Context: an optimization exercise on an open-source flow, tuned for small area, a short achievable clock period and few clock cycles per item. The choices shown serve that exercise and are no tape-out recipe.
In this exercise RTL edits were held to simulation tests only and were not proved equivalent to the original.
Power is estimated from default activity; no workload was simulated.

// pixel_packer
module pixel_packer #(
    parameter OUTBUF_BYTES = 128
) (
    input  wire        clk,
    input  wire        rst,           
    input  wire        req_valid,
    output wire        req_ready,
    input  wire        req_sp,        
    input  wire        req_we,        
    input  wire [29:0] req_addr,
    input  wire [31:0] req_wdata,
    output reg         resp_valid,
    output reg  [31:0] resp_rdata,
    output wire        irq
);
Size: about 4300 cells after synthesis, about 1500 flip-flops, ~58000 um2 of cells after synthesis.
Settings: LEC_CHECK=0, ABC_CLOCK_PERIOD_IN_PS=3000, CAP_MARGIN=20, CORE_MARGIN=2, CORE_UTILIZATION=60, CTS_CLUSTER_DIAMETER=80, CTS_CLUSTER_SIZE=20, SLEW_MARGIN=20; clock period 12.0 ns.
standard.sh (not shown) runs the stock make flow with config.mk's settings and CLKGATE_MAP_FILE= SYNTH_SCRIPT=/design/flow/synth_recipe.tcl, a recipe that flattens the netlist after the stock synthesis.
==> flow/flow/run.sh <==
#!/bin/bash
# The standard layout (the standard.sh: ORFS synthesis to finish), with
# two changes to how it is made:
# - repair_timing is asked for extra setup slack at the design's 12 ns
#   clock, so that the resizer keeps working on paths well below the period;
# - every input and output port still gets its buffer from buffer_ports, but
#   a buf_2 rather than the small delay cell it picks by default.
set -e
export SETUP_SLACK_MARGIN=8.5
export BUFFER_PORTS_ARGS="-buffer_cell sky130_fd_sc_hd__buf_2"
bash standard.sh > standard.log 2>&1
Testbench counts at the start, summed over its fixed seeds: cycles 22,305, pixels 14,924.
Then changed:
--- a/flow/flow/run.sh
+++ b/flow/flow/run.sh
@@ -9 +9 @@
-export SETUP_SLACK_MARGIN=8.5
+export SETUP_SLACK_MARGIN=8.3
CORE_UTILIZATION = 55   (was 60)
Power barely changes.
Synthesized area is unchanged.
Critical path depth drops by 10.
Cell count climbs by 1.3%.
Setup slack degrades by 0.037 ns.


pixel_packer, a different RTL version from the one above (not shown whole).
Size: about 4300 cells after synthesis, ~1500 flip-flops, roughly 59000 sq um of cells after synthesis.
export LEC_CHECK = 0
export ABC_CLOCK_PERIOD_IN_PS = 3000
export CAP_MARGIN = 20
export CORE_MARGIN = 2
export CORE_UTILIZATION = 40
export CTS_CLUSTER_DIAMETER = 80
export CTS_CLUSTER_SIZE = 20
export SLEW_MARGIN = 20
create_clock -name core_clock -period 12.0 [get_ports {clk}]
==> flow/flow/run.sh <==
#!/bin/bash
# The standard layout (the standard.sh: ORFS synthesis to finish), with
# two changes to how it is made:
# - repair_timing is asked for extra setup slack at the design's 12 ns
#   clock, so that the resizer keeps working on paths well below the period;
# - every input and output port still gets its buffer from buffer_ports, but
#   a buf_4 rather than the small delay cell it picks by default.
set -e
export SETUP_SLACK_MARGIN=8.5
export BUFFER_PORTS_ARGS="-buffer_cell sky130_fd_sc_hd__buf_4"
bash standard.sh > standard.log 2>&1
The starting point passed the timing, DRC and antenna checks.
Testbench counts at the start, summed over its fixed seeds: cycles 22,353, pixels 14,924.
Then changed:
--- a/flow/flow/run.sh
+++ b/flow/flow/run.sh
@@ -7,5 +7,5 @@
 #   a buf_4 rather than the small delay cell it picks by default.
 set -e
-export SETUP_SLACK_MARGIN=8.5
+export SETUP_SLACK_MARGIN=9
 export BUFFER_PORTS_ARGS="-buffer_cell sky130_fd_sc_hd__buf_4"
 bash standard.sh > standard.log 2>&1
Effect:
- The new run finished clean
- count of clock-buffer cells in the layout decreases by 8
- utilization increases by 1.6 points
- critical path depth does not change
- final area increases by 3.5%
- sequential power hardly moves
- final cell count increases by 1.7%
- power increases by 0.35%
- sequential cell count stays the same
- sequential share of layout area decreases by 2.0 points


pixel_packer again, from the RTL that the note above started with.
==> flow/design.v (excerpt) <==
module pixel_packer #(
    parameter OUTBUF_BYTES = 128
) (
    input  wire        clk,
    input  wire        rst,           
    input  wire        req_valid,
    output wire        req_ready,
    input  wire        req_sp,        
    input  wire        req_we,        
    input  wire [29:0] req_addr,
    input  wire [31:0] req_wdata,
    output reg         resp_valid,
    output reg  [31:0] resp_rdata,
    output wire        irq
);
==> flow/config.mk <==
export PLATFORM = sky130hd
export DESIGN_NAME = pixel_packer
export DESIGN_NICKNAME = pixel_packer
export VERILOG_FILES = /design/flow/design.v
export SDC_FILE = /design/flow/constraint.sdc
export NUM_CORES = 4
export LEC_CHECK = 0
export ABC_CLOCK_PERIOD_IN_PS = 3000
export CAP_MARGIN = 20
export CORE_MARGIN = 2
export CORE_UTILIZATION = 65
export CTS_CLUSTER_DIAMETER = 80
export CTS_CLUSTER_SIZE = 20
export SLEW_MARGIN = 20
==> flow/constraint.sdc <==
create_clock -name core_clock -period 12.0 [get_ports {clk}]
set_input_delay 2.4000 -clock core_clock [delete_from_list [all_inputs] [get_ports {clk}]]
set_output_delay 2.4000 -clock core_clock [all_outputs]
set_load 0.01 [all_outputs]
==> flow/flow/run.sh <==
#!/bin/bash
# The standard layout (the standard.sh: ORFS synthesis to finish), with
# two changes to how it is made:
# - repair_timing is asked for extra setup slack at the design's 12 ns
#   clock, so that the resizer keeps working on paths well below the period;
# - every input and output port still gets its buffer from buffer_ports, but
#   a buf_2 rather than the small delay cell it picks by default.
set -e
export SETUP_SLACK_MARGIN=8.5
export BUFFER_PORTS_ARGS="-buffer_cell sky130_fd_sc_hd__buf_2"
bash standard.sh > standard.log 2>&1
Testbench counts at the start, summed over its fixed seeds: cycles 22,353, pixels 14,924.
Next try:
- CORE_UTILIZATION: 65 -> 55
After rerunning:
- The new run completed with no timing, DRC or antenna violations
- design area grows slightly
- power grows slightly
- sequential share of layout area shrinks by 0.36 points
- sequential power barely changes
- cell count grows by a few percent
- hold slack is better by 0.0047 ns
- via count shrinks slightly
- register-to-register slack barely changes

re-timing with driven ports:
How much do the figures lean on ideal ports? The routed layouts below were timed once more, with nothing changed but the port constraints. Step 1: set_driving_cell puts a clkbuf_16 on clk and a buf_2 on each other input, an assumption about the parent block. Step 2, shift: input delay + t, output delay - t, t = (earliest + latest rising clock arrival at the registers) / 2. This alone moves slack from input paths to output paths. Three values: ideal, step 1, step 2; two values: the first two.
| run | t (ns) | setup slack, ns | worst setup path at the end | slew at the worst register clock pin (ns) |
|---|---|---|---|---|
| the first run of note 1 | 0.791 | 8.248 / 8.248 / 7.878 | input to register | 0.09 / 0.09 |
| the second run of note 1 | 0.774 | 8.211 / 8.137 / 7.580 | input to register | 0.10 / 0.10 |
| the first run of note 2 | 0.818 | 8.224 / 8.141 / 7.913 | input to register | 0.09 / 0.09 |
| the second run of note 2 | 0.824 | 8.268 / 8.186 / 8.210 | input to register | 0.09 / 0.09 |
| the first run of note 3 | 0.762 | 8.352 / 8.283 / 7.948 | input to register | 0.10 / 0.10 |
| the second run of note 3 | 0.787 | 8.319 / 8.243 / 8.026 | input to register | 0.10 / 0.10 |
After both steps setup and hold are still met in every run listed. For the second run of note 1, which loses most, drivers alone change the setup slack by -0.074 ns; drivers and shift together by -0.631 ns.
